Source: an optimization exercise on an open RTL-to-GDS flow (aim: small area and a short achievable clock period). Production flows keep margins and buffers that such runs may drop. Only simulation tests tie the RTL to the original design; equivalence was not proved. Power is estimated from default activity; no workload was simulated.

===== flow/config.mk =====
export PLATFORM = sky130hd
export DESIGN_NAME = xbee_rx
export DESIGN_NICKNAME = xbee_rx
export VERILOG_FILES = /design/flow/design.v
export SDC_FILE = /design/flow/constraint.sdc
export NUM_CORES = 4
export LEC_CHECK = 0
export CAP_MARGIN = 20
export CORE_MARGIN = 2
export CORE_UTILIZATION = 60
export CTS_BUF_LIST = sky130_fd_sc_hd__clkbuf_16
export CTS_CLUSTER_DIAMETER = 90
export CTS_CLUSTER_SIZE = 30
export SETUP_SLACK_MARGIN = 3.85
export SLEW_MARGIN = 20

===== flow/constraint.sdc =====
create_clock -name core_clock -period 6.0 [get_ports {clk}]
set_input_delay 1.2000 -clock core_clock [delete_from_list [all_inputs] [get_ports {clk}]]
set_output_delay 1.2000 -clock core_clock [all_outputs]
set_load 0.01 [all_outputs]

===== flow/design.v =====
module xbee_rx (
    input  wire       clk,
    input  wire       rst,         
    input  wire       wr_valid,
    input  wire [7:0] wr_data,
    input  wire       run,
    input  wire [1:0] mode,        
    input  wire       flush,
    output reg  [5:0] avail,
    output reg        out_valid,
    output reg  [1:0] out_kind,
    output reg  [7:0] out_data
);
    localparam CAP = 32;
    localparam ST_HUNT   = 3'd0;
    localparam ST_LEN_HI = 3'd1;
    localparam ST_LEN_LO = 3'd2;
    localparam ST_PAY    = 3'd3;
    localparam ST_CKS    = 3'd4;
    localparam K_PAYLOAD = 2'd0;
    localparam K_FRAME   = 2'd1;
    localparam K_BADCKS  = 2'd2;
    localparam K_SPECIAL = 2'd3;
    localparam [7:0] DELIM = 8'h7E;
    localparam [7:0] ESC   = 8'h7D;
    localparam [7:0] XON   = 8'h11;
    localparam [7:0] XOFF  = 8'h13;
    reg [7:0] sr [0:CAP-1];    
    reg [5:0] nav;          
    reg       nz;           
    reg       m_api;        
    reg       m_esc;        
    wire [5:0] cnt = ~nav;
    wire mode_ok     = (m_api && !mode[1] && mode[0]) || (m_esc && mode[1] && !mode[0]);
    wire go          = run && !flush && nz;    
    wire step        = go && mode_ok;
    wire mode_change = (m_api || m_esc) && !mode_ok;   
    wire full        = cnt[5];
    integer i;
    always @(posedge clk) begin
        if (wr_valid) begin
            sr[0] <= wr_data;
            for (i = 1; i < CAP; i = i + 1)
                sr[i] <= sr[i-1];
        end
    end
    wire [7:0] t0 [0:31];
    wire [7:0] t1 [0:15];
    wire [7:0] t2 [0:7];
    wire [7:0] t3 [0:3];
    wire [7:0] t4 [0:1];
    genvar g;
    generate
        for (g = 0; g < 32; g = g + 1) begin : g_t0
            assign t0[g] = sr[(62 - g) % 32];
        end
        for (g = 0; g < 16; g = g + 1) begin : g_t1
            assign t1[g] = nav[0] ? t0[2*g+1] : t0[2*g];
        end
        for (g = 0; g < 8; g = g + 1) begin : g_t2
            assign t2[g] = nav[1] ? t1[2*g+1] : t1[2*g];
        end
        for (g = 0; g < 4; g = g + 1) begin : g_t3
            assign t3[g] = nav[2] ? t2[2*g+1] : t2[2*g];
        end
        for (g = 0; g < 2; g = g + 1) begin : g_t4
            assign t4[g] = nav[3] ? t3[2*g+1] : t3[2*g];
        end
    endgenerate
    wire [7:0] b_rd = nav[4] ? t4[1] : t4[0];
    reg       ev_step;      
    reg [7:0] ev_b;
    wire [5:0] c_m1 = cnt - 6'd1;
    wire [5:0] c_p1 = cnt + 6'd1;
    wire [5:0] c_fl = {5'd0, wr_valid};
    wire [5:0] c_ns = flush ? c_fl : (wr_valid && !full) ? c_p1 : cnt;
    wire [5:0] c_st = wr_valid ? cnt : c_m1;
    wire       z_ns = flush ? wr_valid : (wr_valid || nz);
    wire       z_st = wr_valid || (cnt != 6'd1);
    wire [5:0] c_nx = step ? c_st : c_ns;
    wire       z_nx = step ? z_st : z_ns;
    always @(posedge clk) begin
        ev_b <= b_rd;
        if (rst) begin
            avail    <= 6'd0;
            nav      <= 6'h3F;
            nz       <= 1'b0;
            m_api    <= 1'b0;
            m_esc    <= 1'b0;
            ev_step  <= 1'b0;
        end else begin
            m_api    <= (mode == 2'd1);
            m_esc    <= (mode == 2'd2);
            ev_step  <= step;
            avail    <= c_nx;
            nav      <= ~c_nx;
            nz       <= z_nx;
        end
    end
    reg  [2:0]  state;
    reg         esc;
    reg  [15:0] rem;      
    reg  [7:0]  sum;
    wire [7:0] b = ev_b;
    wire [7:0] v = {b[7:6], b[5] ^ esc, b[4:0]};
    reg  [2:0]  n_state;
    reg         n_esc;
    reg  [15:0] n_rem;
    reg  [7:0]  n_sum;
    reg         n_item;
    reg  [1:0]  n_kind;
    reg  [7:0]  n_data;
    reg         deliver;
    always @(*) begin
        n_state = state;
        n_esc   = esc;
        n_rem   = rem;
        n_sum   = sum;
        n_item  = 1'b0;
        n_kind  = K_PAYLOAD;
        n_data  = v;
        deliver = 1'b0;
        if (state == ST_HUNT) begin
            if (b == DELIM) begin
                n_state = ST_LEN_HI;
                n_esc   = 1'b0;
            end
        end else if (!m_esc) begin
            deliver = 1'b1;
        end else if (esc) begin
            n_esc   = 1'b0;
            deliver = 1'b1;
        end else if (b == ESC) begin
            n_esc = 1'b1;
        end else if (b == DELIM) begin
            n_item  = 1'b1;
            n_kind  = K_SPECIAL;
            n_state = ST_LEN_HI;
        end else if (b == XON || b == XOFF) begin
            n_item  = 1'b1;
            n_kind  = K_SPECIAL;
            n_state = ST_HUNT;
        end else begin
            deliver = 1'b1;
        end
        if (deliver) begin
            case (state)
                ST_LEN_HI: begin
                    n_rem[15:8] = v;
                    n_state     = ST_LEN_LO;
                end
                ST_LEN_LO: begin
                    n_rem[7:0] = v;
                    n_sum      = 8'h00;
                    n_state    = ({rem[15:8], v} != 16'h0000) ? ST_PAY : ST_CKS;
                end
                ST_PAY: begin
                    n_item = 1'b1;
                    n_kind = K_PAYLOAD;
                    n_sum  = sum + v;
                    n_rem  = rem - 16'd1;
                    if (rem == 16'd1)
                        n_state = ST_CKS;
                end
                default: begin  
                    n_item  = 1'b1;
                    n_kind  = (v == ~sum) ? K_FRAME : K_BADCKS;
                    n_data  = ~sum;
                    n_state = ST_HUNT;
                end
            endcase
        end
    end
    always @(posedge clk) begin
        if (rst) begin
            state     <= ST_HUNT;
            esc       <= 1'b0;
            out_valid <= 1'b0;
        end else begin
            if (mode_change) begin
                state <= ST_HUNT;
                esc   <= 1'b0;
            end else if (ev_step) begin
                state <= n_state;
                esc   <= n_esc;
            end
            out_valid <= ev_step && n_item;
        end
        if (ev_step) begin
            rem <= n_rem;
            sum <= n_sum;
        end
        out_kind <= n_kind;
        out_data <= n_data;
    end
endmodule

===== flow/run.sh =====
#!/bin/bash
# synth_recipe.tcl (not shown) runs the flow's synth.tcl, then flattens the netlist and writes it again
# the make line also repeats each setting of config.mk as NAME=value (left out here)
make -C /OpenROAD-flow-scripts/flow DESIGN_CONFIG=/design/flow/config.mk WORK_HOME=/design/flow/orfs CLKGATE_MAP_FILE= SYNTH_SCRIPT=/design/flow/synth_recipe.tcl finish

==> flow_summary.ini, run 1 <==
[placed_design]
gp_congestion = 0.8306
dpl-instance-area_um2 = 13320
dp_hpwl_um = 12590
place_ws_ns = 2.913
dp.cells = 968
port_buffers = 31

[synth]
synth_nets = 717
yosysSeqAreaShare = 0.7206
syn_area_um2 = 12750
yosys_most_used_dff = edfxtp_1
synth_edf_count = 280
synth.distinct_cells = 54
ys_warn_count = 2
synthCells = 689
async_reset_ff_frac = 0
syn_area_per_cell_um2 = 18.51
synth-seq-cells = 319

[cts]
h-tree-depth = 1
clock_latency_ns = 0.49
clkTransAtPathRegs_ns = 0.11
root_buffer = clkbuf_16
clk_path_buf_depth = 3
cts_hold_buf = 0
cts_buffers = 14
cts_tree = built
cts_sinks = 319

[detailed_routing]
avgRoutedWirePerCell_um = 22.26
vias = 6460
drt_iter0_drc = 622
dr.pass1.iters = 5
drt-total-wl_um = 22590
route.detailed.drc = 0
antenna_left = 0
viasPerCell = 6.365

[global_route]
first_global_vias = 6350
grt_pass1_wl_um = 34670
met1_usage = 0.3183
use_met3 = 0.02500
track_usage = 0.2002
antenna_found_initial = 0
gr-total-overflow = 0
gr-max-usage-layer = met1
grt_max_degree = 168
met2_usage = 0.3030

[floorplanning]
coreArea_um2 = 20960
rows = 53
io-pin-count = 32
fp.dieW_um = 149.8
start_util = 0.6085
die_h_um = 149.8
die-area_um2 = 22430

[worst_setup_path]
path_cells = buf_6
path_max_fanout = 1
cp_top_family = flip-flops
crit_required_ns = 4.80
critPathCaptureType = output port
path_class = reg -> out
crit_arrival_ns = 0.95
cp_slowest_cell = dfxtp_2
setup.worst_path.start_class = flip-flop
cpPeakStageDelay_ns = 0.36
path_buf_inv = 1

[cells_and_area]
finalInstanceArea_um2 = 14240
drive_gt1_frac = 0.2541
layoutNonFillerInstCount = 1015
area_growth_pct = 11.65
diodes = 0
multi_input_area_um2 = 3512
utilization = 0.6794
register_area_um2 = 9215
fillers = 1368
finish.net_count = 760

[sta]
finalCriticalPeriod_ns = 2.153
rsz0062_at_grt = true
max_slew_margin = 0.4185
finalHoldViolCount = 0
finalCritPeriodShare = 0.3588
worstMarginPinSlew_ns = 0.8710
drv_slew = 0
fmax_ghz = 0.4645
setup_viol = 0
finalSetupTns_ns = 0
worst_slack_ns = 3.847
whs_ns = 0.4535
fin_worst_skew_ns = 0.009372

[status]
status = complete, no violations

[power_and_ir_drop]
power_density_nw_per_um2 = 289.1
vdd_drop_max_mv = 0.2139
power_mw = 4.116
leakagePower_nw = 4.869

[run]
max_cap_violations = 0

[hold_path]
holdCritPathClass = reg -> reg
[final timing paths]
check | startpoint | endpoint | slack, ns | depth (start not counted)
hold reg to reg | sr[5][2] | sr[6][2] | 0.45 | 0
setup / recovery | avail[1] | avail[1] | 3.85 | 1
setup reg to reg | nav[0] | ev_b[0] | 3.88 | 5
hold / removal | sr[5][2] | sr[6][2] | 0.45 | 0
[power breakdown]
group	switching (mW)	total [mW]	leakage (nW)	internal, mW
Combinational	0.166	0.375	1.58	0.210
Clock	0.628	1.11	0.241	0.485
Sequential	0.0762	2.63	3.05	2.55
Total	0.870	4.12	4.87	3.25
[synthesized netlist by cell type (3+ instances only)]
library cell / n / area [um^2]
inv_1: 12 / 45.04
buf_2: 6 / 30.03
clkbuf_1: 22 / 82.58
a21oi_1: 25 / 125.1
mux2_2: 8 / 90.09
ha_1: 12 / 150.1
and4b_1: 3 / 30.03
xor2_1: 6 / 52.55
a31oi_1: 6 / 37.54
o21a_1: 5 / 37.54
nor4_1: 6 / 37.54
dfxtp_1: 39 / 780.8
and3_1: 4 / 25.02
xnor2_1: 15 / 131.4
nand3_1: 8 / 40.04
nor2_1: 39 / 146.4
nor2b_1: 7 / 43.79
nand4_1: 4 / 25.02
mux4_2: 80 / 1802
a21o_1: 3 / 22.52
edfxtp_1: 280 / 8408
nand2b_1: 6 / 37.54
o21ai_0: 14 / 70.07
nand2_1: 22 / 82.58
o41ai_1: 3 / 26.28
nor3_1: 14 / 70.07
[cell usage in the layout, fill, tap and decap left out, types with 8 or more instances in the layout]
master	netlist	layout
edfxtp_1	280	280
mux4_2	80	80
nor2_1	39	38
a21oi_1	25	24
dfxtp_1	39	24
nand2_1	22	20
inv_1	12	19
clkbuf_16	0	18
xnor2_1	15	15
buf_6	2	14
buf_4	0	13
nor3_1	14	12
o21ai_0	14	12
dfxtp_2	0	12
ha_1	12	11
clkdlybuf4s50_1	0	9
nand3_1	8	8
mux2_2	8	8
buf_2	6	8
[final cells by class]
class / count / area share
tap: 275 / 0.02417
inverter: 12 / 0.003164
timing repair buffer: 58 / 0.04843
sequential: 319 / 0.6473
multi-input combinational: 327 / 0.2467
clock inverter: 9 / 0.003867
clock buffer: 15 / 0.02637
[routing by layer]
| layer | routed length (um) | share of wire |
|---|---|---|
| met3 | 1282 | 0.057 |
| met4 | 397 | 0.018 |
| met1 | 10210 | 0.45 |
| met2 | 10700 | 0.47 |
| met5 | 0 | 0 |
[what timing repair did]
item / in CTS / in global routing
setup endpoints to repair: 235 / 102
endpoints found under the hold margin: 0 / 0
setup buffers: 7 / 10
gates cloned: 2 / 4
gates resized for setup: 118 / 25
pin swaps: 4 / 4
[kinds of logic (layout without fill, tap and decap cells)]
group | after synthesis | in the layout | share of synthesized area
muxes | 89 | 89 | 0.1492
AOI/OAI and AO/OA | 74 | 75 | 0.03611
adders and majority gates | 14 | 14 | 0.01413
xor gates and xnor gates | 21 | 21 | 0.01442
buffers and inverters | 44 | 94 | 0.01472
DFF | 319 | 319 | 0.7206
and+or+nand+nor | 128 | 128 | 0.05083
[registers in the layout (all words and copies together), names as in the netlist]
name       count
out_data       8
esc            1
m_esc          1
out_valid      1
avail          6
nav            6
ev_step        1
sr           256
m_api          1
rem           16
sum            8
nz             1
out_kind       2
state          3
ev_b           8
==> run 2: changes to the inputs <==
--- a/flow/design.v
+++ b/flow/design.v
@@ -27,4 +27,5 @@
     localparam [7:0] XOFF  = 8'h13;
     reg [7:0] sr [0:CAP-1];    
+    reg [1:0] ctl_mode;
     reg [5:0] nav;          
     reg       nz;           
@@ -32,8 +33,8 @@
     reg       m_esc;        
     wire [5:0] cnt = ~nav;
+    wire mode_change = (mode != ctl_mode);
     wire mode_ok     = (m_api && !mode[1] && mode[0]) || (m_esc && mode[1] && !mode[0]);
     wire go          = run && !flush && nz;    
     wire step        = go && mode_ok;
-    wire mode_change = (m_api || m_esc) && !mode_ok;   
     wire full        = cnt[5];
     integer i;
@@ -86,8 +87,10 @@
             nav      <= 6'h3F;
             nz       <= 1'b0;
+            ctl_mode <= 2'd0;
             m_api    <= 1'b0;
             m_esc    <= 1'b0;
             ev_step  <= 1'b0;
         end else begin
+            ctl_mode <= mode;
             m_api    <= (mode == 2'd1);
             m_esc    <= (mode == 2'd2);
@@ -126,5 +129,5 @@
                 n_esc   = 1'b0;
             end
-        end else if (!m_esc) begin
+        end else if (!ctl_mode[1]) begin
             deliver = 1'b1;
         end else if (esc) begin
--- a/flow/config.mk
+++ b/flow/config.mk
@@ -8,8 +8,8 @@
 export CAP_MARGIN = 20
 export CORE_MARGIN = 2
-export CORE_UTILIZATION = 60
-export CTS_BUF_LIST = sky130_fd_sc_hd__clkbuf_16
+export CORE_UTILIZATION = 55
+export CTS_BUF_LIST = sky130_fd_sc_hd__clkbuf_8 sky130_fd_sc_hd__clkbuf_16
 export CTS_CLUSTER_DIAMETER = 90
 export CTS_CLUSTER_SIZE = 30
-export SETUP_SLACK_MARGIN = 3.85
+export SETUP_SLACK_MARGIN = 3.8
 export SLEW_MARGIN = 20
==> flow_summary.ini, run 2 <==
[cells_and_area]
finish.net_count = 749
diodes = 0
area_growth_pct = 9.820
finalInstanceArea_um2 = 14050
largest_register_ffs = 256
top_register = sr
layout_commonest_cell = edfxtp_1
top_regs = sr (256), rem (16)
final_cell_mix = edfxtp_1, mux4_2, dfxtp_1
fillers = 1634
drive_gt1_frac = 0.2455
utilization = 0.6186

[run]
max_cap_violations = 0

[synth]
syn_area_um2 = 12790
synth.distinct_cells = 50
synth_edf_count = 280
async_reset_ff_frac = 0
yosys_most_used_dff = edfxtp_1
synth-seq-cells = 321
yosysSeqAreaShare = 0.7214
netlist_top_cells_count = edfxtp_1, mux4_2, dfxtp_1, nand2_1, nor2_1
synth_nets = 719
synth_top_area_share = 0.6573
syn_area_per_cell_um2 = 18.51
synth_largest_area_cell = edfxtp_1
synthTopCellsByArea = edfxtp_1, mux4_2, dfxtp_1
synth_most_common_cell = edfxtp_1
synthCells = 691
ys_warn_count = 2

[detailed_routing]
dr.pass1.iters = 4
antenna_left = 0
vias = 6197
drt_iter0_drc = 521
viasPerCell = 6.111
route.detailed.drc = 0
avgRoutedWirePerCell_um = 21.60
drt-total-wl_um = 21900

[hold_path]
holdCritPathClass = reg -> reg

[worst_setup_path]
crit_required_ns = 4.80
rr_endpoint = sum[6]
crit_arrival_ns = 0.95
cp_top_family = flip-flops
reg2reg_from = ev_b[0]
reg2regPathDepth = 9
path_cells = buf_2
path_class = reg -> out
startpoint = avail[4]
cpPeakStageDelay_ns = 0.33
cp_slowest_cell = dfxtp_2
rrSetupSlack_ns = 3.87
setup.worst_path.start_class = flip-flop
path_buf_inv = 1
crit_cells = 1
path_max_fanout = 1
critPathCaptureType = output port
crit_path_end = avail[4]

[floorplanning]
start_util = 0.5633
fp.dieW_um = 156.5
die-area_um2 = 24490
rows = 55
die_h_um = 156.5
coreArea_um2 = 22710
io-pin-count = 32

[global_route]
track_usage = 0.1798
first_global_vias = 6274
grt_max_degree = 164
grt_pass1_wl_um = 34330
gr-total-overflow = 0
antenna_found_initial = 0

[sta]
max_slew_margin = 0.4165
fmax_ghz = 0.4652
finalCriticalPeriod_ns = 2.150
drv_slew = 0
finalHoldViolCount = 0
fin_worst_skew_ns = 0.01332
worstMarginPinSlew_ns = 0.8741
rsz0062_at_grt = true
finalSetupTns_ns = 0
finalCritPeriodShare = 0.3583
setup_viol = 0

[cts]
root_buffer = clkbuf_16
clock_latency_ns = 0.50
cts_hold_buf = 0
cts_sinks = 321
cts_tree = built
clk_path_buf_depth = 3
clkTransAtPathRegs_ns = 0.11
cts_buffers = 14
h-tree-depth = 1

[power_and_ir_drop]
switching_share = 0.2106
pwr-share-seq = 0.637
power_density_nw_per_um2 = 295.8
p_int_mw = 3.281
switchingPower_mw = 0.8753
leakagePower_nw = 4.810
clkPwrFrac = 0.276
power_frac_comb = 0.087
vdd_drop_max_mv = 0.2425

[placed_design]
port_buffers = 31
dpl-instance-area_um2 = 13400
gp_congestion = 0.8348
dp_hpwl_um = 12670

[status]
status = complete, no violations
-- run 2: cell types whose count changed in the layout (fill, tap and decap cells not counted), sizes merged, moves of 3 or more --
cell,previous run,this run
nor2,39,29
nand2,22,30
buf,42,34
o21a,5,2
or3,2,5
xor2,6,10
-- run 2: kinds of logic (layout without fill, tap and decap cells) --
group                    after synthesis  count (layout)  share of synthesized area
XOR/XNOR                              23              23                    0.01575
AO/OA/AOI/OAI                         68              68                    0.03286
AND/OR/NAND/NOR                      130             131                    0.05155
adder cells (fa/ha/maj)               14              14                    0.01408
flip-flops                           321             321                     0.7214
buffers and inverters                 46              83                    0.01555
multiplexers                          89              89                     0.1488
-- run 2: metrics by stage --
step	hold WS, ns	power [mW]	setup WS [ns]	cells
finish	0.4539	4.156	3.850	1014
global route	0.4573	4.320	3.681	1014
CTS	0.4545	4.210	3.807	1011
detailed placement	0.4278	3.051	2.809	980
global placement	0.4246	3.040	2.862	980
floorplan	0.4207	2.907	3.592	691
-- run 2: worst min path at each step --
| stage | end | cells past startpoint | slack (ns) | startpoint |
|---|---|---|---|---|
| final | sr[21][7] | 0 | 0.45 | sr[20][7] |
| after global routing | sr[17][5] | 0 | 0.46 | sr[16][5] |
| after CTS | sr[17][5] | 0 | 0.45 | sr[16][5] |
| after detailed placement | sr[17][5] | 0 | 0.43 | sr[16][5] |
| after global placement | sr[13][4] | 0 | 0.42 | sr[12][4] |
| after floorplan | sr[13][0] | 0 | 0.42 | sr[12][0] |
-- run 2: power groups by stage --
| stage | clock network [mW] | logic [mW] | registers (mW) |
|---|---|---|---|
| finish | 1.15 | 0.361 | 2.65 |
| global route | 1.26 | 0.396 | 2.67 |
| CTS | 1.20 | 0.361 | 2.65 |
| detailed placement | 0 | 0.335 | 2.72 |
| global placement | 0 | 0.329 | 2.71 |
| floorplan | 0 | 0.247 | 2.66 |
-- run 2: layer usage --
metal	vias up	wire length, um	GRT usage
li1	2823	-	-
met1	3241	10210	0.2689
met2	112	10550	0.2928
met3	21	829	0.02215
met4	0	315	0.03320
met5	-	0	0
-- run 2: area by class of cell --
type | instances | area, um^2 | share of cell area
Sequential cell | 321 | 9254 | 0.6587
Tap cell | 285 | 356.6 | 0.02538
Timing Repair Buffer | 46 | 462.9 | 0.03295
Multi-Input combinational cell | 325 | 3480 | 0.2477
Inverter | 13 | 48.80 | 0.003473
Clock inverter | 8 | 57.56 | 0.004097
Clock buffer | 16 | 389.1 | 0.02770
-- run 2: repair_timing --
action / in CTS / in global routing
setup buffers: 7 / 1
resized for setup: 104 / 20
endpoints found under the setup margin: 229 / 182
cloned: 0 / 2
pin swaps: 3 / 4
==> run 3: changes to the inputs <==
==> flow/flow/run.sh (new file) <==
#!/bin/bash
# Own layout flow: the standard ORFS flow (standard.sh) with one change:
# clock tree synthesis inserts no dummy load cells (the same CTS options as
# the standard flow otherwise, from config.mk). Each tool's output goes to
# ORFS's logs under orfs/logs; standard.sh's own output to standard.log here.
set -euo pipefail
W=$(pwd)
export CTS_ARGS="-sink_clustering_enable -repair_clock_nets -dont_use_dummy_load -buf_list sky130_fd_sc_hd__clkbuf_16 -sink_clustering_size 30 -sink_clustering_max_diameter 90"
bash standard.sh > "$W/standard.log" 2>&1
==> flow/standard.sh (new file) <==
#!/bin/bash
# synth_recipe.tcl (not shown) runs the flow's synth.tcl, then flattens the netlist and writes it again
# the make line also repeats each setting of config.mk as NAME=value (left out here)
make -C /OpenROAD-flow-scripts/flow DESIGN_CONFIG=/design/flow/config.mk WORK_HOME=/design/flow/orfs CLKGATE_MAP_FILE= SYNTH_SCRIPT=/design/flow/synth_recipe.tcl "${@:-finish}"
--- a/flow/config.mk
+++ b/flow/config.mk
@@ -9,5 +9,5 @@
 export CORE_MARGIN = 2
 export CORE_UTILIZATION = 55
-export CTS_BUF_LIST = sky130_fd_sc_hd__clkbuf_8 sky130_fd_sc_hd__clkbuf_16
+export CTS_BUF_LIST = sky130_fd_sc_hd__clkbuf_16
 export CTS_CLUSTER_DIAMETER = 90
 export CTS_CLUSTER_SIZE = 30
removed: flow/run.sh
==> flow_summary.ini, run 3 <==
[worst_setup_path]
cpPeakStageDelay_ns = 0.33
path_class = reg -> out
crit_required_ns = 4.80
path_max_fanout = 1
critPathCaptureType = output port
path_buf_inv = 1
cp_top_family = flip-flops
path_cells = buf_2
setup.worst_path.start_class = flip-flop
crit_arrival_ns = 0.95
cp_slowest_cell = dfxtp_2

[synth]
synth_nets = 719
synth_top_area_share = 0.6573
synth.distinct_cells = 50
synthCells = 691
synthTopCellsByArea = edfxtp_1, mux4_2, dfxtp_1
yosys_most_used_dff = edfxtp_1
netlist_top_cells_count = edfxtp_1, mux4_2, dfxtp_1, nand2_1, nor2_1
synth_largest_area_cell = edfxtp_1
async_reset_ff_frac = 0
ys_warn_count = 2
syn_area_per_cell_um2 = 18.51
yosysSeqAreaShare = 0.7214
syn_area_um2 = 12790
synth-seq-cells = 321
synth_most_common_cell = edfxtp_1
synth_edf_count = 280

[cts]
clkTransAtPathRegs_ns = 0.12
root_buffer = clkbuf_16
clock_latency_ns = 0.50
cts_hold_buf = 0
cts_buffers = 14
clk_path_buf_depth = 3
h-tree-depth = 1
cts_sinks = 321
cts_tree = built

[cells_and_area]
drive_gt1_frac = 0.2434
fillers = 1639
final_cell_mix = edfxtp_1, mux4_2, dfxtp_1
top_regs = sr (256), rem (16)
area_growth_pct = 9.145
top_register = sr
largest_register_ffs = 256
finish.net_count = 749
layout_commonest_cell = edfxtp_1
diodes = 0

[sta]
setup_viol = 0
finalCritPeriodShare = 0.3591
fmax_ghz = 0.4642
finalHoldViolCount = 0
max_slew_margin = 0.4303
drv_slew = 0
rsz0062_at_grt = true
worstMarginPinSlew_ns = 0.8533
finalCriticalPeriod_ns = 2.154
finalSetupTns_ns = 0
fin_worst_skew_ns = 0.02259

[floorplanning]
start_util = 0.5633
die_h_um = 156.5
io-pin-count = 32
die-area_um2 = 24490
coreArea_um2 = 22710
fp.dieW_um = 156.5
rows = 55

[run]
max_cap_violations = 0

[placed_design]
dp_hpwl_um = 12670
port_buffers = 31
gp_congestion = 0.8348

[detailed_routing]
vias = 6145
drt_iter0_drc = 454
dr.pass1.iters = 5
viasPerCell = 6.121
drt-total-wl_um = 22000
avgRoutedWirePerCell_um = 21.91
antenna_left = 0
route.detailed.drc = 0

[global_route]
antenna_found_initial = 0
first_global_vias = 6259
gr-total-overflow = 0
track_usage = 0.1805
grt_pass1_wl_um = 34380
grt_max_degree = 164

[hold_path]
holdCritPathClass = reg -> reg

[power_and_ir_drop]
power_mw = 4.046
power_density_nw_per_um2 = 289.8
vdd_drop_max_mv = 0.2387
leakagePower_nw = 4.744

[status]
status = complete, no violations
## run 3: changes by cell type in the layout (fill, tap and decap cells not counted)
cell       delta
inv_1         -6
buf_6         +2
buf_2         -1
buf_4         -1
bufinv_16     -1
clkbuf_16     -1
clkbuf_8      -1
clkinv_2      -1
## run 3: layer usage
| layer | global-route usage | vias up | share of wire |
|---|---|---|---|
| met1 | 0.2702 | 3229 | 0.47 |
| met2 | 0.2926 | 86 | 0.48 |
| met4 | 0.03320 | 0 | 0.014 |
| met5 | 0 | - | 0 |
| li1 | - | 2806 | - |
| met3 | 0.02354 | 24 | 0.031 |
## run 3: per-stage QoR
| stage | hold WS, ns | setup slack [ns] | utilization | cell area [um^2] | cells |
|---|---|---|---|---|---|
| after floorplan | 0.4207 | 3.592 | - | 12830 | 691 |
| after global placement | 0.4246 | 2.862 | 0.5902 | 13400 | 980 |
| after detailed placement | 0.4278 | 2.809 | 0.5902 | 13400 | 980 |
| after CTS | 0.4473 | 3.797 | 0.6089 | 13830 | 1001 |
| after global routing | 0.4572 | 3.685 | 0.6148 | 13960 | 1004 |
| final | 0.4416 | 3.846 | 0.6148 | 13960 | 1004 |
## run 3: path summary, 6_finish.rpt
path	from	endpoint	slack (ns)	cells after the start
max	out_data[1]	out_data[1]	3.85	1
min reg2reg	sr[20][7]	sr[21][7]	0.44	0
max reg2reg	ev_b[0]	sum[6]	3.86	9
min	sr[20][7]	sr[21][7]	0.44	0
## run 3: cell families after synthesis
logic type / share of synthesized area
flops: 0.7214
xor+xnor: 0.01575
fa+ha+maj: 0.01408
compound gates: 0.03286
buf+inv: 0.01555
simple gates: 0.05155
mux: 0.1488
## run 3: timing repair
action	CTS	global route
pin swaps	3	4
gates cloned	0	2
gates resized for setup	103	22
endpoints found under the setup margin	229	185
setup buffers	7	1
## run 3: area by class of cell
class | instances | area [um^2] | area share
multi-input cells | 325 | 3480 | 0.2492
inverters | 13 | 48.80 | 0.003495
repair buffers | 46 | 473.0 | 0.03387
clock buffers | 14 | 350.3 | 0.02509
flip-flops and latches | 321 | 9254 | 0.6628
well taps | 285 | 356.6 | 0.02554
## run 3: power breakdown
group | internal (mW) | switching [mW]
clock network | 0.424 | 0.609
registers | 2.57 | 0.0806
logic | 0.198 | 0.166
total | 3.19 | 0.856
==> run 4: changes to the inputs <==
--- a/flow/config.mk
+++ b/flow/config.mk
@@ -12,4 +12,5 @@
 export CTS_CLUSTER_DIAMETER = 90
 export CTS_CLUSTER_SIZE = 30
+export GPL_TIMING_DRIVEN = 0
 export SETUP_SLACK_MARGIN = 3.8
 export SLEW_MARGIN = 20
==> flow_summary.ini, run 4 <==
[synth]
ys_warn_count = 2
yosysSeqAreaShare = 0.7214
syn_area_um2 = 12790
synth_top_area_share = 0.6573
synthCells = 691
netlist_top_cells_count = edfxtp_1, mux4_2, dfxtp_1, nand2_1, nor2_1
synth_largest_area_cell = edfxtp_1
async_reset_ff_frac = 0
syn_area_per_cell_um2 = 18.51
synth_nets = 719
synth.distinct_cells = 50
synth_edf_count = 280
synthTopCellsByArea = edfxtp_1, mux4_2, dfxtp_1
yosys_most_used_dff = edfxtp_1
synth-seq-cells = 321
synth_most_common_cell = edfxtp_1

[floorplanning]
io-pin-count = 32
die-area_um2 = 24490
fp.dieW_um = 156.5
start_util = 0.5633
coreArea_um2 = 22710
die_h_um = 156.5
rows = 55

[sta]
fmax_ghz = 0.4449
setup_viol = 0
finalCritPeriodShare = 0.3746
worstMarginPinSlew_ns = 1.047
finalCriticalPeriod_ns = 2.248
finalHoldViolCount = 0
fin_worst_skew_ns = 0.03233
rsz0062_at_grt = true
drv_slew = 0
max_slew_margin = 0.3019

[hold_path]
holdCritPathClass = reg -> reg
holdPathStages = 0
hp-start = sr[9][6]
min_to = sr[10][6]

[detailed_routing]
vias = 6538
drt-total-wl_um = 25560
avgRoutedWirePerCell_um = 24.51
viasPerCell = 6.268
drt_iter0_drc = 511
route.detailed.drc = 0
dr.pass1.iters = 5
antenna_left = 0

[global_route]
grt_max_degree = 117
gr-total-overflow = 0
grt_pass1_wl_um = 38610
first_global_vias = 6570
track_usage = 0.2124
antenna_found_initial = 0

[cts]
cts_buffers = 14
clkTransAtPathRegs_ns = 0.11
cts_hold_buf = 0
root_buffer = clkbuf_16
clock_latency_ns = 0.50
cts_sinks = 321
h-tree-depth = 1
clk_path_buf_depth = 3
cts_tree = built

[cells_and_area]
finalInstanceArea_um2 = 14360
drive_gt1_frac = 0.2612
largest_register_ffs = 256
top_regs = sr (256), rem (16)
utilization = 0.6323
finish.net_count = 788
fillers = 1621
layout_commonest_cell = edfxtp_1
area_growth_pct = 12.25
diodes = 0
top_register = sr
final_cell_mix = edfxtp_1, mux4_2, dfxtp_1

[power_and_ir_drop]
leakagePower_nw = 4.948
vdd_drop_max_mv = 0.2004
power_density_nw_per_um2 = 286.0

[placed_design]
dpl-instance-area_um2 = 13550
gp_congestion = 0.8853
dp_hpwl_um = 15570
port_buffers = 30

[worst_setup_path]
rr_endpoint = ev_b[1]
cpPeakStageDelay_ns = 0.51
rrSetupSlack_ns = 3.75
path_max_fanout = 6
path_cells = buf_8 > buf_12 > buf_16 > mux4_2 > mux4_2 > mux2_4
cp_top_family = multiplexers
crit_arrival_ns = 2.61
critPathCaptureType = flip-flop
path_buf_inv = 3
crit_top_cell = mux4_2
crit_required_ns = 6.37
setup.worst_path.start_class = flip-flop
path_class = reg -> reg
reg2regPathDepth = 6
reg2reg_from = nav[0]
cp_slowest_cell = mux4_2

[run]
max_cap_violations = 0

[status]
status = complete, no violations
[run 4: worst reg2reg max path, cell delays in order (launching register included)]
cell,delay (ns)
dfxtp_2,0.37
buf_8,0.15
buf_12,0.14
buf_16,0.14
mux4_2,0.51
mux4_2,0.51
mux2_4,0.30
[run 4: worst max path at each step]
stage	end	start	slack [ns]	cells past startpoint
2_1_floorplan	nav[4]	mode[0]	3.59	7
3_3_place_gp	nav[3]	wr_valid	-4.83	6
3_5_place_dp	nav[4]	mode[1]	2.80	7
4_1_cts	ev_b[1]	nav[0]	3.72	6
5_1_grt	ev_b[1]	nav[0]	3.72	6
6_report	ev_b[1]	nav[0]	3.75	6
[run 4: kinds of logic (layout without fill, tap and decap cells)]
family          Yosys count  after routing  share of synthesized area
fa+ha+maj                14             14                    0.01408
compound gates           68             68                    0.03286
buf+inv                  46            112                    0.01555
flops                   321            321                     0.7214
simple gates            130            131                    0.05155
xor+xnor                 23             23                    0.01575
mux                      89             89                     0.1488
[run 4: report_power, final]
part	switching, mW	internal (mW)	leakage (nW)
Combinational	0.202	0.223	1.71
Sequential	0.0712	2.57	3.07
Clock	0.619	0.424	0.173
Total	0.892	3.21	4.95
[run 4: timing repair]
action / in CTS / in global routing
hold endpoints to repair: 0 / 0
pin swaps: 5 / 7
buffers inserted: 10 / 6
gates resized for setup: 140 / 26
cloned: 3 / 2
setup endpoints to repair: 67 / 70
[run 4: metrics by stage]
stage / total power, mW / hold WS (ns) / TNS, ns / worst slack (ns) / std cells
after floorplan: 2.907 / 0.4207 / 0 / 3.592 / 691
after global placement: 3.094 / 0.4266 / -1043.33 / -4.827 / 1006
after detailed placement: 3.081 / 0.4314 / 0 / 2.804 / 1008
after CTS: 4.139 / 0.4313 / 0 / 3.721 / 1035
after global routing: 4.253 / 0.4569 / 0 / 3.722 / 1043
final: 4.107 / 0.4358 / 0 / 3.752 / 1043
[run 4: layout make-up]
type	instances	area [um^2]	area share
plain buffers	33	311.5	0.02170
clock buffers	14	350.3	0.02440
inverters	13	48.80	0.003398
multi-input cells	325	3522	0.2453
flip-flops and latches	321	9235	0.6432
well taps	285	356.6	0.02483
repair buffers	52	534.3	0.03721
[run 4: metal layers]
metal / vias up / wire (um) / global-route usage
met3: 26 / 992 / 0.01994
li1: 2902 / - / -
met5: - / 0 / 0
met2: 161 / 12870 / 0.3606
met4: 0 / 361 / 0.03976
met1: 3449 / 11340 / 0.3079
==> run 5: changes to the inputs <==
--- a/flow/config.mk
+++ b/flow/config.mk
@@ -8,9 +8,8 @@
 export CAP_MARGIN = 20
 export CORE_MARGIN = 2
-export CORE_UTILIZATION = 55
+export CORE_UTILIZATION = 58
 export CTS_BUF_LIST = sky130_fd_sc_hd__clkbuf_16
 export CTS_CLUSTER_DIAMETER = 90
 export CTS_CLUSTER_SIZE = 30
-export GPL_TIMING_DRIVEN = 0
 export SETUP_SLACK_MARGIN = 3.8
 export SLEW_MARGIN = 20
==> flow_summary.ini, run 5 <==
[synth]
netlist_top_cells_count = edfxtp_1, mux4_2, dfxtp_1, nand2_1, nor2_1
synth_largest_area_cell = edfxtp_1
yosys.area_share.simple = 0.05155
synth_edf_count = 280
synth.distinct_cells = 50
synth_mux_area_frac = 0.1488
synth_most_common_cell = edfxtp_1
synth_top_area_share = 0.6573
synthCells = 691
synth-seq-cells = 321
synth_xor_area_frac = 0.01575
syn_area_um2 = 12790
yosysSeqAreaShare = 0.7214
synth_compound_area_frac = 0.03286
synth_fa_ha_area_frac = 0.01408
yosys_most_used_dff = edfxtp_1
ys_warn_count = 2
syn_area_per_cell_um2 = 18.51
synth_top_family_by_area = multiplexers
synth_nets = 719
synthTopCellsByArea = edfxtp_1, mux4_2, dfxtp_1
async_reset_ff_frac = 0

[sta]
setup_viol = 0
max_slew_margin = 0.3887
finalCritPeriodShare = 0.3640
drv_slew = 0
finalHoldViolCount = 0
fin_worst_skew_ns = 0.02666
fmax_ghz = 0.4579
finalSetupTns_ns = 0
finalCriticalPeriod_ns = 2.184
rsz0062_at_grt = true
worstMarginPinSlew_ns = 0.9157

[detailed_routing]
drt_iter0_drc = 465
route.detailed.drc = 0
drt-total-wl_um = 22550
dr.pass1.iters = 5
met1_length_um = 10330
avgRoutedWirePerCell_um = 22.39
vias = 6312
wl_met3_um = 1098
top_layer_used = met4
viasPerCell = 6.268
wl_met2_um = 10690
antenna_left = 0

[worst_setup_path]
path_buf_inv = 2
setup.worst_path.start_class = flip-flop
cpPeakStageDelay_ns = 0.51
path_class = reg -> reg
crit_required_ns = 6.38
critPathCaptureType = flip-flop
crit_arrival_ns = 2.57
crit_top_cell = mux4_2
cp_top_family = multiplexers
path_max_fanout = 6
cp_slowest_cell = mux4_2
path_cells = buf_12 > buf_16 > mux4_2 > mux4_2 > mux2_4

[placed_design]
dp_hpwl_um = 12520
gp_congestion = 0.8334
port_buffers = 31

[global_route]
track_usage = 0.1924
grt_pass1_wl_um = 35780
grt_max_degree = 158
antenna_found_initial = 0
first_global_vias = 6395
gr-total-overflow = 0

[floorplanning]
die_h_um = 152.5
die-area_um2 = 23260
coreArea_um2 = 21760
io-pin-count = 32
fp.dieW_um = 152.5
rows = 54
start_util = 0.5880

[cts]
root_buffer = clkbuf_16
cts_sinks = 321
h-tree-depth = 1
cts_hold_buf = 0
clock_latency_ns = 0.49
cts_buffers = 14
clk_path_buf_depth = 3
cts_tree = built
clkTransAtPathRegs_ns = 0.11

[cells_and_area]
area_growth_pct = 9.723
finish.net_count = 757
utilization = 0.6452
fillers = 1515
diodes = 0
multi_input_area_um2 = 3488
layout_commonest_cell = edfxtp_1
largest_register_ffs = 256
register_area_um2 = 9244
top_register = sr
top_regs = sr (256), rem (16)
final_cell_mix = edfxtp_1, mux4_2, dfxtp_1
drive_gt1_frac = 0.2393

[power_and_ir_drop]
power_density_nw_per_um2 = 289.7
power_mw = 4.066
leakagePower_nw = 4.830
vdd_drop_max_mv = 0.2255

[hold_path]
holdCritPathClass = reg -> reg

[run]
max_cap_violations = 0

[status]
status = complete, no violations
==> run 5: cell counts after synthesis <==
No cell type changed its count.
==> run 5: cell type report <==
class / count / share of cell area
Timing Repair Buffer: 54 / 0.03949
Tap cell: 280 / 0.02496
Inverter: 13 / 0.003477
Multi-Input combinational cell: 325 / 0.2485
Clock buffer: 14 / 0.02496
Sequential cell: 321 / 0.6586
==> run 5: power by group <==
| group | switching (mW) | total (mW) | internal [mW] |
|---|---|---|---|
| Combinational | 0.175 | 0.385 | 0.210 |
| Clock | 0.612 | 1.04 | 0.424 |
| Sequential | 0.0779 | 2.65 | 2.57 |
| Total | 0.865 | 4.07 | 3.20 |
==> run 5: what timing repair did <==
item | 4_1_cts | 5_1_grt
endpoints found under the setup margin | 222 | 45
buffers inserted | 9 | 5
resized for setup | 98 | 22
pin swaps | 4 | 5
gates cloned | 2 | 2
==> run 5: cell families (layout without fill, tap and decap cells) <==
| kind of cell | count (synthesis) | count (layout) |
|---|---|---|
| and+or+nand+nor | 130 | 131 |
| adders and majority gates | 14 | 14 |
| AOI/OAI and AO/OA | 68 | 68 |
| buffers and inverters | 46 | 81 |
| muxes | 89 | 89 |
| xor gates and xnor gates | 23 | 23 |
| DFF | 321 | 321 |
==> run 5: final timing paths <==
path	start	endpoint	slack (ns)	depth (start not counted)
setup / recovery	nav[0]	ev_b[6]	3.82	5
hold / removal	sr[22][0]	sr[23][0]	0.45	0
setup reg to reg	nav[0]	ev_b[6]	3.82	5
hold reg to reg	sr[22][0]	sr[23][0]	0.45	0
==> run 5: metal layers <==
metal,up-vias,GRT usage
met2,147,0.3020
met3,30,0.03157
met4,0,0.03968
met5,-,0
met1,3299,0.2939
li1,2836,-
==> run 5: stage by stage <==
stage	instance area (um^2)	hold WS (ns)	cells	worst slack, ns
after floorplan	12830	0.4207	691	3.592
after global placement	13400	0.4274	975	2.887
after detailed placement	13400	0.4284	975	2.760
after CTS	13870	0.4432	1000	3.808
after global routing	14040	0.4550	1007	3.729
final	14040	0.4455	1007	3.816
==> run 6: changes to the inputs <==
--- a/flow/design.v
+++ b/flow/design.v
@@ -27,5 +27,4 @@
     localparam [7:0] XOFF  = 8'h13;
     reg [7:0] sr [0:CAP-1];    
-    reg [1:0] ctl_mode;
     reg [5:0] nav;          
     reg       nz;           
@@ -33,8 +32,8 @@
     reg       m_esc;        
     wire [5:0] cnt = ~nav;
-    wire mode_change = (mode != ctl_mode);
     wire mode_ok     = (m_api && !mode[1] && mode[0]) || (m_esc && mode[1] && !mode[0]);
     wire go          = run && !flush && nz;    
     wire step        = go && mode_ok;
+    wire mode_change = (m_api || m_esc) && !mode_ok;   
     wire full        = cnt[5];
     integer i;
@@ -87,10 +86,8 @@
             nav      <= 6'h3F;
             nz       <= 1'b0;
-            ctl_mode <= 2'd0;
             m_api    <= 1'b0;
             m_esc    <= 1'b0;
             ev_step  <= 1'b0;
         end else begin
-            ctl_mode <= mode;
             m_api    <= (mode == 2'd1);
             m_esc    <= (mode == 2'd2);
@@ -129,5 +126,5 @@
                 n_esc   = 1'b0;
             end
-        end else if (!ctl_mode[1]) begin
+        end else if (!m_esc) begin
             deliver = 1'b1;
         end else if (esc) begin
--- a/flow/config.mk
+++ b/flow/config.mk
@@ -8,5 +8,5 @@
 export CAP_MARGIN = 20
 export CORE_MARGIN = 2
-export CORE_UTILIZATION = 58
+export CORE_UTILIZATION = 55
 export CTS_BUF_LIST = sky130_fd_sc_hd__clkbuf_16
 export CTS_CLUSTER_DIAMETER = 90
==> flow_summary.ini, run 6 <==
[status]
status = complete, no violations

[sta]
rsz0062_at_grt = true
setup_viol = 0
finalCritPeriodShare = 0.3624
worstMarginPinSlew_ns = 0.8862
fin_worst_skew_ns = 0.02508
finalSetupTns_ns = 0
drv_slew = 0
finalHoldViolCount = 0
max_slew_margin = 0.4084
finalCriticalPeriod_ns = 2.175
fmax_ghz = 0.4599
worst_slack_ns = 3.825

[worst_setup_path]
path_buf_inv = 1
crit_arrival_ns = 0.97
path_cells = buf_6
cpPeakStageDelay_ns = 0.37
setup.worst_path.start_class = flip-flop
crit_required_ns = 4.80
path_class = reg -> out
critPathCaptureType = output port
path_max_fanout = 1
cp_slowest_cell = dfxtp_2
cp_top_family = flip-flops

[synth]
syn_area_per_cell_um2 = 18.51
synth_top_area_share = 0.6594
synth_most_common_cell = edfxtp_1
syn_area_um2 = 12750
synth_nets = 717
yosysSeqAreaShare = 0.7206
synth_largest_area_cell = edfxtp_1
synth_edf_count = 280
synthTopCellsByArea = edfxtp_1, mux4_2, dfxtp_1
netlist_top_cells_count = edfxtp_1, mux4_2, dfxtp_1, nor2_1, a21oi_1
yosys_most_used_dff = edfxtp_1
async_reset_ff_frac = 0
ys_warn_count = 2
synth.distinct_cells = 54
synth-seq-cells = 319
synthCells = 689

[placed_design]
port_buffers = 31
dp_hpwl_um = 12890
dp.cells = 978
gp_congestion = 0.7822
dpl-instance-area_um2 = 13340
place_ws_ns = 2.911

[cells_and_area]
finalInstanceArea_um2 = 13990
top_register = sr
top_regs = sr (256), rem (16)
register_area_um2 = 9211
finish.net_count = 756
area_growth_pct = 9.754
final_cell_mix = edfxtp_1, mux4_2, nor2_1
fillers = 1631
layout_commonest_cell = edfxtp_1
multi_input_area_um2 = 3476
drive_gt1_frac = 0.2452
diodes = 0
largest_register_ffs = 256
layoutNonFillerInstCount = 1011
utilization = 0.6163

[power_and_ir_drop]
p_int_mw = 3.169
leakagePower_nw = 4.739
power_frac_comb = 0.088
switchingPower_mw = 0.8480
switching_share = 0.2111
pwr-share-seq = 0.654
clkPwrFrac = 0.258
power_density_nw_per_um2 = 287.0
vdd_drop_max_mv = 0.2333

[floorplanning]
rows = 55
die-area_um2 = 24420
die_h_um = 156.3
start_util = 0.5615
io-pin-count = 32
coreArea_um2 = 22710
fp.dieW_um = 156.3

[cts]
cts_tree = built
cts_sinks = 319
clk_path_buf_depth = 3
h-tree-depth = 1
clkTransAtPathRegs_ns = 0.11
root_buffer = clkbuf_16
clock_latency_ns = 0.50
cts_buffers = 14

[detailed_routing]
antenna_left = 0
viasPerCell = 6.236
route.detailed.drc = 0
avgRoutedWirePerCell_um = 22.34
drt_iter0_drc = 608
vias = 6305
drt-total-wl_um = 22580
dr.pass1.iters = 5

[run]
max_cap_violations = 0

[global_route]
first_global_vias = 6178
antenna_found_initial = 0
grt_max_degree = 96
gr-total-overflow = 0
track_usage = 0.1867
grt_pass1_wl_um = 35360
met1_usage = 0.2861
use_met3 = 0.02409
gr-max-usage-layer = met2
met2_usage = 0.2943

[hold_path]
holdCritPathClass = reg -> reg
==> run 6: area by class of cell <==
cell class | instances | area share
Clock buffer | 14 | 0.02503
Inverter | 12 | 0.003219
Multi-Input combinational cell | 327 | 0.2484
Sequential cell | 319 | 0.6582
Tap cell | 285 | 0.02548
Timing Repair Buffer | 54 | 0.03970
==> run 6: power groups by stage <==
stage          sequential [mW]  clock, mW  combinational [mW]
2_1_floorplan             2.64          0               0.228
3_3_place_gp              2.69          0               0.308
3_5_place_dp              2.69          0               0.314
4_1_cts                   2.63       1.08               0.340
5_1_grt                   2.64       1.15               0.385
6_report                  2.63       1.04               0.353
==> run 6: metal layers <==
metal,routed length (um),up-vias
met5,0,-
li1,-,2845
met1,10620,3287
met2,10650,149
met4,375,0
met3,926,24
==> run 6: through the flow <==
| stage | total power, mW | hold slack [ns] |
|---|---|---|
| 2_1_floorplan | 2.870 | 0.4207 |
| 3_3_place_gp | 2.995 | 0.4277 |
| 3_5_place_dp | 3.004 | 0.4270 |
| 4_1_cts | 4.052 | 0.4418 |
| 5_1_grt | 4.176 | 0.4570 |
| 6_report | 4.017 | 0.4402 |
==> run 6: worst paths after layout <==
| path | start | endpoint | slack [ns] | depth (start not counted) |
|---|---|---|---|---|
| setup / recovery | avail[1] | avail[1] | 3.83 | 1 |
| hold / removal | sr[20][1] | sr[21][1] | 0.44 | 0 |
| setup reg to reg | nav[0] | ev_b[4] | 3.85 | 5 |
| hold reg to reg | sr[20][1] | sr[21][1] | 0.44 | 0 |
==> run 6: cell families after synthesis <==
kind of cell             count (synthesis)  synth area share
flip-flops                             319            0.7206
AND/OR/NAND/NOR                        128           0.05083
adder cells (fa/ha/maj)                 14           0.01413
buffers and inverters                   44           0.01472
multiplexers                            89            0.1492
XOR/XNOR                                21           0.01442
AO/OA/AOI/OAI                           74           0.03611
==> run 6: repair_timing <==
item	CTS	global route
cloned	2	1
buffers inserted	6	10
gates resized for setup	103	23
pin swaps	5	4
hold buffers	0	0
endpoints found under the setup margin	257	53
==> run 7: changes to the inputs <==
--- a/flow/design.v
+++ b/flow/design.v
@@ -27,4 +27,5 @@
     localparam [7:0] XOFF  = 8'h13;
     reg [7:0] sr [0:CAP-1];    
+    reg [1:0] ctl_mode;
     reg [5:0] nav;          
     reg       nz;           
@@ -32,8 +33,8 @@
     reg       m_esc;        
     wire [5:0] cnt = ~nav;
+    wire mode_change = (mode != ctl_mode);
     wire mode_ok     = (m_api && !mode[1] && mode[0]) || (m_esc && mode[1] && !mode[0]);
     wire go          = run && !flush && nz;    
     wire step        = go && mode_ok;
-    wire mode_change = (m_api || m_esc) && !mode_ok;   
     wire full        = cnt[5];
     integer i;
@@ -86,8 +87,10 @@
             nav      <= 6'h3F;
             nz       <= 1'b0;
+            ctl_mode <= 2'd0;
             m_api    <= 1'b0;
             m_esc    <= 1'b0;
             ev_step  <= 1'b0;
         end else begin
+            ctl_mode <= mode;
             m_api    <= (mode == 2'd1);
             m_esc    <= (mode == 2'd2);
@@ -126,5 +129,5 @@
                 n_esc   = 1'b0;
             end
-        end else if (!m_esc) begin
+        end else if (!ctl_mode[1]) begin
             deliver = 1'b1;
         end else if (esc) begin
--- a/flow/flow/run.sh
+++ b/flow/flow/run.sh
@@ -6,4 +6,4 @@
 set -euo pipefail
 W=$(pwd)
-export CTS_ARGS="-sink_clustering_enable -repair_clock_nets -dont_use_dummy_load -buf_list sky130_fd_sc_hd__clkbuf_16 -sink_clustering_size 30 -sink_clustering_max_diameter 90"
+export CTS_ARGS="-sink_clustering_enable -repair_clock_nets -dont_use_dummy_load -buf_list sky130_fd_sc_hd__clkbuf_16 -sink_clustering_size 30 -sink_clustering_max_diameter 100"
 bash standard.sh > "$W/standard.log" 2>&1
--- a/flow/config.mk
+++ b/flow/config.mk
@@ -8,7 +8,7 @@
 export CAP_MARGIN = 20
 export CORE_MARGIN = 2
-export CORE_UTILIZATION = 55
+export CORE_UTILIZATION = 50
 export CTS_BUF_LIST = sky130_fd_sc_hd__clkbuf_16
-export CTS_CLUSTER_DIAMETER = 90
+export CTS_CLUSTER_DIAMETER = 100
 export CTS_CLUSTER_SIZE = 30
 export SETUP_SLACK_MARGIN = 3.8
==> flow_summary.ini, run 7 <==
[placed_design]
place_ws_ns = 2.838
port_buffers = 31
dp_hpwl_um = 12720
dp.cells = 1025
dpl-instance-area_um2 = 13460
gp_congestion = 0.7985

[cells_and_area]
area_growth_pct = 10.10
top_register = sr
layout_commonest_cell = edfxtp_1
drive_gt1_frac = 0.2448
diodes = 0
final_cell_mix = edfxtp_1, mux4_2, dfxtp_1
finalInstanceArea_um2 = 14080
top_regs = sr (256), rem (16)
finish.net_count = 757
largest_register_ffs = 256
layoutNonFillerInstCount = 1057

[synth]
synth_edf_count = 280
syn_area_per_cell_um2 = 18.51
synthCells = 691
yosysSeqAreaShare = 0.7214
synth_top_area_share = 0.6573
synthTopCellsByArea = edfxtp_1, mux4_2, dfxtp_1
netlist_top_cells_count = edfxtp_1, mux4_2, dfxtp_1, nand2_1, nor2_1
syn_area_um2 = 12790
synth_nets = 719
synth-seq-cells = 321
synth.distinct_cells = 50
async_reset_ff_frac = 0
yosys_most_used_dff = edfxtp_1
ys_warn_count = 2
synth_largest_area_cell = edfxtp_1
synth_most_common_cell = edfxtp_1

[worst_setup_path]
path_buf_inv = 1
cp_top_family = simple AND/OR/NAND/NOR gates
crit_arrival_ns = 2.55
setup.worst_path.start_class = input port
critPathCaptureType = flip-flop
path_max_fanout = 60
crit_required_ns = 6.34
path_cells = buf_16 > nand2b_1 > nor3_1 > nand3_1 > o211ai_1 > o311ai_1
path_class = in -> reg
cp_slowest_cell = nor3_1
rrSetupSlack_ns = 3.85
cpPeakStageDelay_ns = 0.36

[sta]
drv_slew = 0
setup_viol = 0
finalHoldViolCount = 0
finalCritPeriodShare = 0.3684
rsz0062_at_grt = true
worst_slack_ns = 3.790
worstMarginPinSlew_ns = 0.8570
fmax_ghz = 0.4524
finalCriticalPeriod_ns = 2.210
max_slew_margin = 0.4279
fin_worst_skew_ns = 0.02613
whs_ns = 0.4226
finalSetupTns_ns = 0

[cts]
root_buffer = clkbuf_16
clkTransAtPathRegs_ns = 0.11
cts_buffers = 14
clock_latency_ns = 0.49
cts_tree = built
h-tree-depth = 1
clk_path_buf_depth = 3
cts_sinks = 321

[detailed_routing]
vias = 6252
viasPerCell = 5.915
antenna_left = 0
route.detailed.drc = 0
dr.pass1.iters = 5
drt-total-wl_um = 22560
avgRoutedWirePerCell_um = 21.34
drt_iter0_drc = 561

[hold_path]
holdCritPathClass = reg -> reg

[global_route]
first_global_vias = 6404
track_usage = 0.1699
grt_pass1_wl_um = 35490
antenna_found_initial = 0
grt_max_degree = 150
gr-total-overflow = 0

[floorplanning]
coreArea_um2 = 25180
die_h_um = 164.0
start_util = 0.5080
rows = 58
die-area_um2 = 26880
io-pin-count = 32
fp.dieW_um = 164.0

[run]
max_cap_violations = 0

[status]
status = complete, no violations

[power_and_ir_drop]
vdd_drop_max_mv = 0.1915
leakagePower_nw = 4.783
power_density_nw_per_um2 = 288.7
[run 7: cell families (layout without fill, tap and decap cells)]
kind of cell | after synthesis | after routing | synth area share
flops | 321 | 321 | 0.7214
simple gates | 130 | 130 | 0.05155
compound gates | 68 | 68 | 0.03286
xor+xnor | 23 | 23 | 0.01575
buf+inv | 46 | 82 | 0.01555
mux | 89 | 89 | 0.1488
fa+ha+maj | 14 | 14 | 0.01408
[run 7: repair_timing]
item | in CTS | in global routing
gates resized for setup | 105 | 19
endpoints found under the setup margin | 215 | 44
setup buffers | 7 | 9
hold endpoints to repair | 0 | 0
pin swaps | 2 | 4
hold buffers | 0 | 0
cloned | 1 | 1
[run 7: layout make-up]
| cell class | instances | area (um^2) |
|---|---|---|
| Multi-Input combinational cell | 324 | 3448 |
| Clock buffer | 14 | 350.3 |
| Timing Repair Buffer | 55 | 569.3 |
| Fill cell | 1897 | 11100 |
| Inverter | 13 | 48.80 |
| Sequential cell | 321 | 9255 |
| Tap cell | 330 | 412.9 |
[run 7: worst reg2reg max path, stage by stage, from the launching register on]
cell and delay, ns:
dfxtp_4 0.41, buf_12 0.15, buf_8 0.18, mux4_2 0.51, mux4_2 0.49, mux2_2 0.30
[run 7: final timing paths]
kind	startpoint	end	cells after the start
setup / recovery	wr_valid	nav[5]	6
hold / removal	sr[13][1]	sr[14][1]	0
setup reg to reg	nav[0]	ev_b[4]	5
hold reg to reg	sr[13][1]	sr[14][1]	0
[run 7: power breakdown]
group / leakage (nW) / internal [mW] / switching [mW]
clock: 0.173 / 0.424 / 0.620
sequential: 3.07 / 2.57 / 0.0809
combinational: 1.54 / 0.205 / 0.168
total: 4.78 / 3.20 / 0.869
[run 7: through the flow]
stage,total power [mW],util
2_1_floorplan,2.907,-
3_3_place_gp,3.039,0.5345
3_5_place_dp,3.050,0.5345
4_1_cts,4.103,0.5532
5_1_grt,4.236,0.5593
6_report,4.066,0.5593
[run 7: routing by layer]
| layer | track usage | routed length, um | vias to the layer above | share of wire |
|---|---|---|---|---|
| li1 | - | - | 2829 | - |
| met1 | 0.2572 | 10660 | 3247 | 0.47 |
| met2 | 0.2691 | 10700 | 150 | 0.47 |
| met3 | 0.02298 | 900 | 26 | 0.040 |
| met4 | 0.03349 | 296 | 0 | 0.013 |
| met5 | 0 | 0 | - | 0 |
==> run 8: changes to the inputs <==
--- a/flow/design.v
+++ b/flow/design.v
@@ -27,5 +27,4 @@
     localparam [7:0] XOFF  = 8'h13;
     reg [7:0] sr [0:CAP-1];    
-    reg [1:0] ctl_mode;
     reg [5:0] nav;          
     reg       nz;           
@@ -33,8 +32,8 @@
     reg       m_esc;        
     wire [5:0] cnt = ~nav;
-    wire mode_change = (mode != ctl_mode);
     wire mode_ok     = (m_api && !mode[1] && mode[0]) || (m_esc && mode[1] && !mode[0]);
     wire go          = run && !flush && nz;    
     wire step        = go && mode_ok;
+    wire mode_change = (m_api || m_esc) && !mode_ok;   
     wire full        = cnt[5];
     integer i;
@@ -87,10 +86,8 @@
             nav      <= 6'h3F;
             nz       <= 1'b0;
-            ctl_mode <= 2'd0;
             m_api    <= 1'b0;
             m_esc    <= 1'b0;
             ev_step  <= 1'b0;
         end else begin
-            ctl_mode <= mode;
             m_api    <= (mode == 2'd1);
             m_esc    <= (mode == 2'd2);
@@ -109,6 +106,4 @@
     reg  [2:0]  n_state;
     reg         n_esc;
-    reg  [15:0] n_rem;
-    reg  [7:0]  n_sum;
     reg         n_item;
     reg  [1:0]  n_kind;
@@ -118,6 +113,4 @@
         n_state = state;
         n_esc   = esc;
-        n_rem   = rem;
-        n_sum   = sum;
         n_item  = 1'b0;
         n_kind  = K_PAYLOAD;
@@ -129,5 +122,5 @@
                 n_esc   = 1'b0;
             end
-        end else if (!ctl_mode[1]) begin
+        end else if (!m_esc) begin
             deliver = 1'b1;
         end else if (esc) begin
@@ -150,10 +143,7 @@
             case (state)
                 ST_LEN_HI: begin
-                    n_rem[15:8] = v;
                     n_state     = ST_LEN_LO;
                 end
                 ST_LEN_LO: begin
-                    n_rem[7:0] = v;
-                    n_sum      = 8'h00;
                     n_state    = ({rem[15:8], v} != 16'h0000) ? ST_PAY : ST_CKS;
                 end
@@ -161,6 +151,4 @@
                     n_item = 1'b1;
                     n_kind = K_PAYLOAD;
-                    n_sum  = sum + v;
-                    n_rem  = rem - 16'd1;
                     if (rem == 16'd1)
                         n_state = ST_CKS;
@@ -190,7 +178,17 @@
             out_valid <= ev_step && n_item;
         end
-        if (ev_step) begin
-            rem <= n_rem;
-            sum <= n_sum;
+        if (ev_step && deliver) begin
+            case (state)
+                ST_LEN_HI: rem[15:8] <= v;
+                ST_LEN_LO: begin
+                    rem[7:0] <= v;
+                    sum      <= 8'h00;
+                end
+                ST_PAY: begin
+                    rem <= rem - 16'd1;
+                    sum <= sum + v;
+                end
+                default: ;
+            endcase
         end
         out_kind <= n_kind;
--- a/flow/flow/run.sh
+++ b/flow/flow/run.sh
@@ -6,4 +6,4 @@
 set -euo pipefail
 W=$(pwd)
-export CTS_ARGS="-sink_clustering_enable -repair_clock_nets -dont_use_dummy_load -buf_list sky130_fd_sc_hd__clkbuf_16 -sink_clustering_size 30 -sink_clustering_max_diameter 100"
+export CTS_ARGS="-sink_clustering_enable -repair_clock_nets -dont_use_dummy_load -buf_list sky130_fd_sc_hd__clkbuf_16 -sink_clustering_size 30 -sink_clustering_max_diameter 90"
 bash standard.sh > "$W/standard.log" 2>&1
--- a/flow/config.mk
+++ b/flow/config.mk
@@ -8,7 +8,7 @@
 export CAP_MARGIN = 20
 export CORE_MARGIN = 2
-export CORE_UTILIZATION = 50
+export CORE_UTILIZATION = 55
 export CTS_BUF_LIST = sky130_fd_sc_hd__clkbuf_16
-export CTS_CLUSTER_DIAMETER = 100
+export CTS_CLUSTER_DIAMETER = 90
 export CTS_CLUSTER_SIZE = 30
 export SETUP_SLACK_MARGIN = 3.8
==> flow_summary.ini, run 8 <==
[hold_path]
holdCritPathClass = reg -> reg
hp-start = sr[25][5]

[status]
status = complete, no violations

[cells_and_area]
largest_register_ffs = 256
top_register = sr
top_regs = sr (256), rem (16)
diodes = 0
area_growth_pct = 10.57
finalInstanceArea_um2 = 14060
finish.net_count = 757
layoutNonFillerInstCount = 1012
drive_gt1_frac = 0.2627
fillers = 1609
layout_commonest_cell = edfxtp_1
final_cell_mix = edfxtp_1, mux4_2, nor2_1

[worst_setup_path]
reg2reg_from = rem[3]
cp_top_family = simple AND/OR/NAND/NOR gates
crit_arrival_ns = 2.57
path_class = in -> reg
startpoint = mode[1]
cp_slowest_cell = or4_4
crit_required_ns = 6.38
critPathCaptureType = flip-flop
path_buf_inv = 1
path_cells = buf_2 > nand3b_1 > a21o_4 > or4_4 > nand3_2 > o21ai_2 > or2_4
path_max_fanout = 6
cpPeakStageDelay_ns = 0.43
setup.worst_path.start_class = input port

[cts]
root_buffer = clkbuf_16
cts_buffers = 14
clkTransAtPathRegs_ns = 0.11
cts_sinks = 319
cts_hold_buf = 0
h-tree-depth = 1
clock_latency_ns = 0.50
cts_tree = built
clk_path_buf_depth = 3

[synth]
synthTopCellsByArea = edfxtp_1, mux4_2, dfxtp_1
synth_xor_area_frac = 0.01377
netlist_top_cells_count = edfxtp_1, mux4_2, dfxtp_1, nor2_1, nand2_1
syn_area_per_cell_um2 = 18.62
synth_largest_area_cell = edfxtp_1
synth_top_area_share = 0.6610
synth_mux_area_frac = 0.1504
synth_top_family_by_area = multiplexers
synth.distinct_cells = 55
synth_fa_ha_area_frac = 0.01416
async_reset_ff_frac = 0
synth_nets = 711
syn_area_um2 = 12720
yosys.area_share.simple = 0.05292
synth_edf_count = 280
synth_compound_area_frac = 0.03158
synthCells = 683
ys_warn_count = 2
yosysSeqAreaShare = 0.7224
yosys_most_used_dff = edfxtp_1
synth-seq-cells = 319
synth_most_common_cell = edfxtp_1

[floorplanning]
rows = 55
io-pin-count = 32
start_util = 0.5618
coreArea_um2 = 22640
die-area_um2 = 24360
fp.dieW_um = 156.1
die_h_um = 156.1

[sta]
finalCriticalPeriod_ns = 2.185
setup_viol = 0
fin_worst_skew_ns = 0.03722
whs_ns = 0.4171
finalSetupTns_ns = 0
drv_slew = 0
max_slew_margin = 0.4544
worstMarginPinSlew_ns = 0.8172
finalHoldViolCount = 0
finalCritPeriodShare = 0.3642
fmax_ghz = 0.4576
rsz0062_at_grt = true

[global_route]
first_global_vias = 6381
grt_pass1_wl_um = 35690
track_usage = 0.1881
grt_max_degree = 106
antenna_found_initial = 0
gr-total-overflow = 0

[run]
max_cap_violations = 0

[detailed_routing]
route.detailed.drc = 0
vias = 6273
antenna_left = 0
drt_iter0_drc = 498
dr.pass1.iters = 6
viasPerCell = 6.199
avgRoutedWirePerCell_um = 22.62
drt-total-wl_um = 22890

[power_and_ir_drop]
power_mw = 3.976
leakagePower_nw = 4.812
power_density_nw_per_um2 = 282.7
vdd_drop_max_mv = 0.2261

[placed_design]
dp.cells = 977
port_buffers = 31
dpl-instance-area_um2 = 13370
gp_congestion = 0.7677
dp_hpwl_um = 13060
[run 8: kinds of logic after synthesis]
family | count (synthesis)
AO/OA/AOI/OAI | 63
XOR/XNOR | 20
adder cells (fa/ha/maj) | 14
buffers and inverters | 44
flip-flops | 319
multiplexers | 90
AND/OR/NAND/NOR | 133
[run 8: area by class of cell]
| type | instances | area (um^2) | area share |
|---|---|---|---|
| inverters | 16 | 60.06 | 0.004270 |
| flip-flops and latches | 319 | 9210 | 0.6548 |
| repair buffers | 58 | 588.1 | 0.04181 |
| multi-input cells | 320 | 3500 | 0.2488 |
| clock buffers | 14 | 350.3 | 0.02491 |
| well taps | 285 | 356.6 | 0.02535 |
[run 8: where the power goes]
part	total, mW	switching, mW	internal, mW
Clock	1.03	0.609	0.424
Sequential	2.62	0.0742	2.55
Combinational	0.322	0.147	0.175
Total	3.98	0.830	3.15
[run 8: stage by stage]
step                setup slack [ns]    util
finish                         3.815  0.6212
global route                   3.766  0.6212
CTS                            3.795  0.6127
detailed placement             2.690  0.5903
global placement               2.733  0.5903
floorplan                      3.438       -
[run 8: what timing repair did]
item                                    4_1_cts  5_1_grt
gates resized for setup                     105       23
pin swaps                                     3        7
setup buffers                                11        8
cloned                                        1        1
endpoints found under the setup margin      230       44
hold endpoints to repair                      0        0
[run 8: per-layer routing]
layer  wire (um)  up-vias  track usage
li1            -     2812            -
met1       10670     3287       0.2855
met2       10950      149       0.2988
met3         897       25      0.02306
met4         369        0      0.04325
met5           0        -            0
[run 8: path summary, 6_finish.rpt]
check | endpoint | slack (ns) | depth (start not counted)
min | sr[26][5] | 0.42 | 0
max reg2reg | rem[12] | 3.86 | 6
max | nav[5] | 3.81 | 7
min reg2reg | sr[26][5] | 0.42 | 0

-- afterwards: timing with drivers on the ports --
In the flow no input, the clock included, has a driving cell. The finished layouts below were timed again as built, in two steps.
Step 1: set_driving_cell puts a clkbuf_16 on clk and a buf_2 on each other input, an assumption about the parent block.
Step 2 adds t to the input delays and takes it off the output delays; t is the mean of the earliest and latest rising clock arrival at the registers after step 1. Input paths then give back, and output paths get back, about the clock's delay inside the block.
Three values: no drivers, after step 1, after step 2; two values: the first two.
run | shift t [ns] | setup slack, ns | worst data-port slew with drivers (ns) | pins driven straight from the clock port
run 1 | 0.530 | 3.847 / 3.803 / 3.323 | 0.13 | 1
run 2 | 0.536 | 3.850 / 3.802 / 3.325 | 0.20 | 1
run 3 | 0.533 | 3.846 / 3.799 / 3.300 | 0.20 | 1
run 4 | 0.536 | 3.752 / 3.752 / 3.299 | 0.06 | 1
run 5 | 0.528 | 3.816 / 3.815 / 3.322 | 0.14 | 1
run 6 | 0.525 | 3.825 / 3.781 / 3.352 | 0.08 | 1
run 7 | 0.526 | 3.790 / 3.657 / 3.131 | 0.18 | 1
run 8 | 0.523 | 3.815 / 3.799 / 3.306 | 0.20 | 1
After both steps setup and hold are still met in every run listed. For run 7, which loses most, drivers alone change the setup slack by -0.133 ns; drivers and shift together by -0.659 ns.
